Background: an optimization exercise with open tools, aiming at small area. Do not read the settings as production practice.
Only simulation tests tie the RTL to the original design; equivalence was not proved.
Power is estimated from default activity; no workload was simulated.

===== flow/config.mk =====
export PLATFORM = sky130hd
export DESIGN_NAME = rbfc
export DESIGN_NICKNAME = rbfc
export VERILOG_FILES = /design/flow/design.v
export SDC_FILE = /design/flow/constraint.sdc
export NUM_CORES = 4
export LEC_CHECK = 0
export CAP_MARGIN = 20
export CORE_MARGIN = 2
export CORE_UTILIZATION = 40
export SLEW_MARGIN = 20

===== flow/constraint.sdc =====
create_clock -name core_clock -period 12.0 [get_ports {clk}]
set_input_delay 2.4000 -clock core_clock [delete_from_list [all_inputs] [get_ports {clk}]]
set_output_delay 2.4000 -clock core_clock [all_outputs]
set_load 0.01 [all_outputs]

===== flow/design.v =====
module rbfc (
    input  logic        clk,
    input  logic        rst,
    input  logic        rx_valid,
    input  logic [7:0]  rx_data,
    input  logic        cmd_valid,
    input  logic [31:0] cmd_data,
    output logic        cmd_ready,
    output logic        rsp_valid,
    output logic [31:0] rsp_data,
    output logic        out_valid,
    output logic [7:0]  out_data,
    output logic        out_last,
    output logic        msg_avail,
    output logic [3:0]  led
);
    localparam logic [7:0] CR = 8'h0D;
    localparam logic [7:0] LF = 8'h0A;
    logic [63:0][7:0] ring;                
    logic [5:0]     head, tail;
    logic [6:0]     occ;
    logic [1:0]     mode;
    logic [15:0]    partial;
    logic [15:0]    exp_len;
    logic [7:0]     pending;
    logic [7:0]     last;
    logic           wait_init;
    logic [3:0]          pfx_valid;
    logic [3:0][4:0]     pfx_len;
    logic [63:0][7:0]    pfx;              
    logic           f_ovf, f_ill, f_psat;
    logic [2:0]     led_q;
    logic           ph_drain;
    logic           pd;                    
    logic [4:0]     pi;                    
    logic [4:0]     lim;                   
    logic [3:0]     pm;                    
    logic [3:0]     pdn;                   
    logic [3:0] op;
    logic       illegal;
    logic       fire;
    assign op   = cmd_data[3:0];
    assign cmd_ready = ~rst & ~ph_drain;
    assign fire = cmd_valid & ~ph_drain & ~illegal;
    always_comb begin
        case (op)
            4'h0: illegal = |cmd_data[31:4];
            4'h1: illegal = |cmd_data[31:5];
            4'h2: illegal = (|cmd_data[31:6]) | (cmd_data[5:4] == 2'd3);
            4'h3: illegal = (|cmd_data[15:6]) | (cmd_data[5:4] == 2'd3);
            4'h4: illegal = |cmd_data[15:4];
            4'h5: illegal = (|cmd_data[31:24]) | (|cmd_data[15:12]) | (|cmd_data[7:6]);
            4'h6: illegal = (|cmd_data[31:13]) | cmd_data[7]
                            | (cmd_data[12] & (|cmd_data[11:8]));
            4'h7: illegal = (|cmd_data[31:7]);
            4'h8: illegal = |cmd_data[31:7];
            default: illegal = 1'b1;
        endcase
    end
    logic c_proc, c_mode, c_len, c_pdata, c_pset, c_read, c_clr;
    assign c_proc  = fire & (op == 4'h1);
    assign c_mode  = fire & ((op == 4'h2) | (op == 4'h3));
    assign c_len   = fire & ((op == 4'h3) | (op == 4'h4));
    assign c_pdata = fire & (op == 4'h5);
    assign c_pset  = fire & (op == 4'h6);
    assign c_read  = fire & (op == 4'h7);
    assign c_clr   = fire & (op == 4'h8);
    logic [1:0]  n_mode;
    logic [15:0] n_exp;
    assign n_mode = c_mode ? cmd_data[5:4] : mode;
    assign n_exp  = c_len ? cmd_data[31:16] : exp_len;
    logic       take;
    logic [7:0] rbyte, v;
    logic       vnz;
    assign take  = ph_drain & (occ != 7'd0);
    assign rbyte = ring[tail];
    assign v     = take ? rbyte : 8'd0;
    assign vnz   = |v;
    logic [3:0] pm_n, pdn_n, hit;
    logic       pin_lim;
    assign pin_lim = (pi < lim);
    always_comb begin
        for (int s = 0; s < 4; s++) begin
            logic [7:0] pb;
            logic       ended;
            pb    = pfx[{2'(s), pi[3:0]}];
            ended = pdn[s] | pi[4] | (pi >= pfx_len[s]) | (pb == 8'd0);
            pdn_n[s] = ended;
            pm_n[s] = pm[s] & (ended | ((v == pb) & pin_lim));
            hit[s]  = pfx_valid[s] & pm_n[s];
        end
    end
    logic [2:0] kind;
    always_comb begin
        if (pi == 5'd0)                 kind = 3'd6;
        else if (wait_init & hit[2])    kind = 3'd1;
        else if (hit[0])                kind = 3'd2;
        else if (hit[1])                kind = 3'd3;
        else if (hit[3])                kind = 3'd4;
        else                            kind = 3'd5;
    end
    logic drain_end;
    assign drain_end = ph_drain & ~vnz;
    logic late;
    assign late = c_mode & (cmd_data[5:4] == 2'd2) & (partial >= n_exp);
    logic [15:0] inc1, inc2;
    assign inc1 = (partial == 16'hFFFF) ? partial : partial + 16'd1;
    assign inc2 = (inc1 == 16'hFFFF) ? inc1 : inc1 + 16'd1;
    logic lastCR, bCR, bLF;
    assign lastCR = (last == CR);
    assign bCR    = (rx_data == CR);
    assign bLF    = (rx_data == LF);
    logic rx_cr, rx_b, rx_close;
    logic len_ge;
    assign len_ge = late ? (n_exp <= 16'd1) : (inc1 >= n_exp);
    always_comb begin
        rx_cr = 1'b0; rx_b = 1'b0; rx_close = 1'b0;
        if (rx_valid) begin
            if (n_mode[1]) begin
                rx_b = 1'b1;
                rx_close = len_ge;
            end else if (n_mode[0]) begin
                rx_b = ~bLF;
                rx_close = bLF;
            end else begin
                rx_cr    = lastCR & ~bCR & ~bLF;
                rx_b     = bCR ? lastCR : ~(bLF & lastCR);
                rx_close = bLF & lastCR;
            end
        end
    end
    logic [1:0] nput;
    assign nput = 2'(late) + 2'(rx_cr) + 2'(rx_b) + 2'(rx_close);
    logic [6:0] occ_h;
    assign occ_h = occ - 7'(take);
    logic f1, f2, f3;
    assign f1 = (occ_h <= 7'd63);
    assign f2 = (occ_h <= 7'd62);
    assign f3 = (occ_h <= 7'd61);
    logic e1, e2, e3;
    assign e1 = (nput >= 2'd1) & f1;
    assign e2 = (nput >= 2'd2) & f2;
    assign e3 = (nput == 2'd3) & f3;
    logic ovf_set;
    assign ovf_set = ((nput >= 2'd1) & ~f1) | ((nput >= 2'd2) & ~f2) | ((nput == 2'd3) & ~f3);
    logic [1:0] pos_cr, pos_b;
    assign pos_cr = head[1:0] + 2'(late);
    assign pos_b  = head[1:0] + 2'(late) + 2'(rx_cr);
    logic [3:0][7:0] bus;
    always_comb begin
        for (int j = 0; j < 4; j++) begin
            if (rx_b && pos_b == 2'(j))        bus[j] = rx_data;
            else if (rx_cr && pos_cr == 2'(j)) bus[j] = CR;
            else                               bus[j] = 8'd0;
        end
    end
    logic [63:0] hdec, we;
    always_comb begin
        for (int i = 0; i < 64; i++) hdec[i] = (head == 6'(i));
        for (int i = 0; i < 64; i++)
            we[i] = (hdec[i] & e1) | (hdec[(i + 63) % 64] & e2) | (hdec[(i + 62) % 64] & e3);
    end
    always_ff @(posedge clk) begin
        for (int i = 0; i < 64; i++)
            if (we[i]) ring[i] <= bus[i % 4];
    end
    logic [5:0] paddr;
    assign paddr = {cmd_data[5:4], cmd_data[11:8]};
    always_ff @(posedge clk) begin
        for (int j = 0; j < 64; j++)
            if (rst | (c_pdata & (paddr == 6'(j))))
                pfx[j] <= rst ? 8'd0 : cmd_data[23:16];
    end
    logic [31:0] rdata;
    always_comb begin
        case (cmd_data[6:4])
            3'd0: rdata = {8'd0, last, 4'd0, 1'b0, led_q, 2'd0,
                           f_psat, f_ill, f_ovf, wait_init, mode};
            3'd1: rdata = {8'd0, pending, 9'd0, occ};
            3'd2: rdata = {partial, exp_len};
            3'd3: rdata = {10'd0, tail, 10'd0, head};
            default: rdata = {26'd0, pfx_valid[cmd_data[5:4]], pfx_len[cmd_data[5:4]]};
        endcase
    end
    logic [7:0] pend1, pend2, pend3;
    logic       psat_set;
    always_comb begin
        psat_set = 1'b0;
        pend1 = pending - 8'(c_proc & (pending != 8'd0));
        pend2 = pend1;
        if (late) begin
            if (pend1 == 8'hFF) psat_set = 1'b1;
            else                pend2 = pend1 + 8'd1;
        end
        pend3 = pend2;
        if (rx_close) begin
            if (pend2 == 8'hFF) psat_set = 1'b1;
            else                pend3 = pend2 + 8'd1;
        end
    end
    always_ff @(posedge clk) begin
        rsp_data <= ph_drain ? {29'd0, kind} : (cmd_data[1] ? rdata : 32'd0);
        out_data <= v;
        if (c_proc) begin
            pd  <= cmd_data[4];
            lim <= occ[6:4] != 3'd0 ? 5'd16 : {1'b0, occ[3:0]};
            pm  <= 4'hF;
            pdn <= 4'h0;
            pi  <= 5'd0;
        end else if (ph_drain) begin
            pm  <= pm_n;
            pdn <= pdn_n;
            if (vnz & ~pi[4]) pi <= pi + 5'd1;
        end
    end
    always_ff @(posedge clk) begin
        if (rst) begin
            head      <= '0;
            tail      <= '0;
            occ       <= '0;
            mode      <= 2'd0;
            partial   <= '0;
            exp_len   <= '0;
            pending   <= '0;
            last      <= '0;
            wait_init <= 1'b0;
            pfx_valid <= '0;
            pfx_len   <= '0;
            f_ovf     <= 1'b0;
            f_ill     <= 1'b0;
            f_psat    <= 1'b0;
            led_q     <= '0;
            ph_drain  <= 1'b0;
            rsp_valid <= 1'b0;
            out_valid <= 1'b0;
        end else begin
            head <= head + 6'(e1) + 6'(e2) + 6'(e3);
            tail <= tail + 6'(take);
            occ  <= occ_h + 7'(e1) + 7'(e2) + 7'(e3);
            mode <= n_mode;
            exp_len <= n_exp;
            if (rx_close)     partial <= 16'd0;
            else if (late)    partial <= 16'(rx_b);
            else if (rx_cr)   partial <= inc2;
            else if (rx_b)    partial <= inc1;
            pending <= pend3;
            if (rx_valid) last <= rx_data;
            if (c_pset & (cmd_data[5:4] == 2'd2)) wait_init <= 1'b1;
            else if (drain_end & wait_init & hit[2]) wait_init <= 1'b0;
            if (c_pset) begin
                pfx_valid[cmd_data[5:4]] <= cmd_data[6];
                pfx_len[cmd_data[5:4]]   <= cmd_data[12:8];
            end
            f_ill  <= (cmd_valid & ~ph_drain & illegal) | (f_ill & ~(c_clr & cmd_data[5]));
            f_ovf  <= ovf_set  | (f_ovf  & ~(c_clr & cmd_data[4]));
            f_psat <= psat_set | (f_psat & ~(c_clr & cmd_data[6]));
            led_q[0] <= led_q[0] ^ rx_valid;
            led_q[1] <= led_q[1] ^ rx_close;
            led_q[2] <= led_q[2] ^ (rx_valid & (rx_data == 8'd0));
            if (c_proc & (pending != 8'd0)) ph_drain <= 1'b1;
            else if (drain_end)             ph_drain <= 1'b0;
            rsp_valid <= drain_end | c_read | (c_proc & (pending == 8'd0));
            out_valid <= ph_drain & pd;
        end
    end
    assign msg_avail = (pending != 8'd0);
    assign led       = {1'b0, led_q};
    assign out_last  = (out_data == 8'd0);
endmodule

===== flow/run.sh =====
#!/bin/bash
# synth_recipe.tcl (not shown) runs the flow's synth.tcl, then flattens the netlist and writes it again
# the make line also repeats each setting of config.mk as NAME=value (left out here)
make -C /OpenROAD-flow-scripts/flow DESIGN_CONFIG=/design/flow/config.mk WORK_HOME=/design/flow/orfs CLKGATE_MAP_FILE= SYNTH_SCRIPT=/design/flow/synth_recipe.tcl finish

==> summary.txt <==
==> final timing paths <==
check,startpoint,endpoint,slack [ns]
worst max-delay path,cmd_data[5],head[4],1.37
worst min-delay path,pm[1],pm[1],0.47
worst max register to register,partial[0],head[4],3.58
worst min register to register,pm[1],pm[1],0.47
==> cells in the mapped netlist, drive strengths merged (66+ instances only) <==
cell type | number | area share, %
buf | 77 | 0.99
mux2i | 141 | 2.7
nand2 | 185 | 1.3
nand3 | 113 | 1.1
ha | 79 | 1.9
a22oi | 105 | 1.5
inv | 77 | 0.56
o21bai | 66 | 0.95
edfxtp | 1030 | 59
dfxtp | 156 | 6.0
clkbuf | 132 | 1.1
mux4 | 245 | 11
nor2 | 171 | 1.2
a21oi | 89 | 0.86
==> logic make-up (layout without fill, tap and decap cells) <==
family,after synthesis,in the layout,share of synthesized area (%)
flops,1186,1186,65.40
simple gates,785,785,7.577
compound gates,512,512,7.272
mux,396,396,13.61
buf+inv,288,482,2.641
fa+ha+maj,87,87,2.148
xor+xnor,80,80,1.346
other cells,1,4,0.007202
==> metrics by stage <==
step                instances  cell area (um^2)  setup slack, ns
CTS                      5268             58690            1.467
global route             5271             58760           0.8735
global placement         5053             54940           0.8554
detailed placement       5054             54970           0.6714
floorplan                3335             52070            1.773
finish                   5274             58770            1.369
==> routing by layer <==
metal / part of all wire (%) / GRT usage [%]
met3: 7.8 / 3.907
met2: 47 / 36.50
met5: 0 / 0
met1: 42 / 31.19
met4: 2.9 / 6.895
==> layout make-up <==
cell class / instances / share of cell area, %
diodes: 3 / 0.01277
clock buffers: 146 / 5.269
clock inverters: 68 / 1.065
inverters: 78 / 0.4982
multi-input cells: 1861 / 28.66
flip-flops and latches: 1186 / 57.98
well taps: 1742 / 3.709
repair buffers: 190 / 2.813
==> state kept, by name, summed over array words and instances, names as in the netlist, 8 cells and up <==
name      cells
exp_len      16
last          8
pfx_len      20
partial      16
ring        512
rsp_data     32
pending       8
out_data      8
pfx         512
==> where the power goes <==
group | internal [mW] | leakage (nW) | switching, mW | total (mW)
Sequential | 4.66 | 11.2 | 0.0899 | 4.75
Clock | 2.02 | 1.82 | 1.59 | 3.61
Combinational | 0.616 | 6.40 | 0.707 | 1.32
==> critical path, delay by kind of cell <==
kind / cells / cell delay, ns
and+or+nand+nor: 4 / 0.49
adders and majority gates: 7 / 2.42
AOI/OAI and AO/OA: 10 / 2.73
muxes: 1 / 0.32
buffers and inverters: 8 / 2.26
xor gates and xnor gates: 2 / 0.56
==> summary.txt <==
Floorplan
  – Initial Util: 40.26%
  – Die Ht: 364.8 um
  – IO Pins: 93
  – Core Rows: 132
  – Die area: 133100 um^2
  – Die Wd: 364.8 um
  – Core box area: 129300 um^2

Critical path
  – Critical Path RT: 12.57 ns
  – Setup CP Type: in2reg
  – Crit path max fanout: 65
  – Highest-delay cell along the critical path: clkdlybuf4s50_1
  – WP data arrival: 11.20 ns
  – Worst path max stage delay: 0.67 ns
  – Worst Setup End Kind: flip-flop
  – CP startpoint kind: primary input
  – R2R depth: 30
  – CP dominant cell by count: ha_1

Yosys
  – Async SR Flop Fraction: 0%
  – Syn Inst Count: 3335
  – Post-Syn Area: 52070 um^2
  – Top_reg_cell synth: edfxtp_1
  – Post-synth EDFFs: 1030
  – Number of synthesized register bits: 1186
  – Warnings, synthesis: 1
  – Post-Syn Area per Cell: 15.61 um^2
  – Yosys cell types: 102
  – Register area share after synthesis: 65.40%
  – Post-Syn Nets: 3463

Min path
  – WHS Path Cells: 2
  – Worst Hold Class: reg2reg

Timing
  – Worst hold margin: 0.4678 ns
  – RSZ-0062 raised after global routing: false
  – Tcrit/Tclk final: 88.59%
  – Relative slew slack: 22.04%
  – Clk_skew: 0.04195 ns
  – Final setup vio count: 0
  – Tmin final: 10.63 ns
  – Max-slew violations: 0
  – Fmax: 94.07 MHz
  – Setup TNS Final: 0 ns
  – Worst-Margin Slew: 1.169 ns
  – Endpoints failing hold: 0

Route
  – Post-route ant nets: 0
  – DR pass1 iterations: 6
  – Routed wire length: 150900 um
  – Via count: 31240
  – Routed wire per std cell: 28.61 um
  – DRC viols: 0
  – Initial DRC Count: 3716
  – Via/cell ratio: 5.923

Clocking
  – Resize count post-CTS: 0
  – Number of buffers created by CTS: 116
  – Hold buffer count at cts: 0
  – Post-CTS setup buffers: 0
  – CTS Sinks: 1186
  – CTS tree: built
  – Reg clk slew, reported paths: 0.06 ns
  – Clk buf depth: 3
  – H-tree Lvls: 3
  – Worst-Skew Late Latency: 0.75 ns
  – Root Buffer: clkbuf_16

Final layout
  – Layout fillers: 11300
  – Syn-to-layout area delta: 12.87%
  – Util after Layout: 45.44%
  – Final nets: 3561
  – Most frequent cells in the layout: 1030 x edfxtp_1, 233 x mux4_2, 185 x nand2_1
  – Commonest non-fill, non-tap cell in the layout: edfxtp_1
  – Sequential Area: 34070 um^2
  – Share of cells above drive strength 1: 16.46%
  – Multi-input gate area: 16840 um^2

Power and ir drop
  – Tot Pwr: 9.678 mW
  – PD cells: 164.7 nW/um^2
  – VDD IR max: 0.1512 mV
  – Static leakage: 19.38 nW

GRT
  – Number of global-route vias before repair: 30360
  – Largest net degree at the start of global routing: 120
  – Global-route wire length before repair: 217800 um
  – Initial antenna violation count: 5
  – GRT overflow: 0
  – GRT Util Overall: 22.58%

Place
  – Port bufs: 91
  – Gpl congestion: 0.9228
  – Post-DP HPWL: 97350 um

Flow run
  – MaxCap Viol Count: 0

Status
  – Status: no timing/DRC/antenna violations

## separate check: timing with driven ports
How much do the figures lean on ideal ports? The routed layout below was timed once more, with nothing changed but the port constraints. Step 1 (the two cells are an assumption about what drives the block):
set clk [get_ports {clk}]
set_driving_cell -lib_cell sky130_fd_sc_hd__clkbuf_16 $clk
set_driving_cell -lib_cell sky130_fd_sc_hd__buf_2 [delete_from_list [all_inputs] $clk]
Step 2, shift: input delay + t, output delay - t, t = (earliest + latest rising clock arrival at the registers) / 2. This alone moves slack from input paths to output paths. Three values: ideal, step 1, step 2; two values: the first two.
t, ns: 0.805
slack for setup (ns): 1.369 / 1.409 / 0.603
hold WS [ns]: 0.468 / 0.468 / 0.468
cell pins on the clock port's net: 1
After both steps setup and hold are still met in this run. The setup slack of this run moves by +0.040 ns with the drivers and by -0.766 ns with both steps.
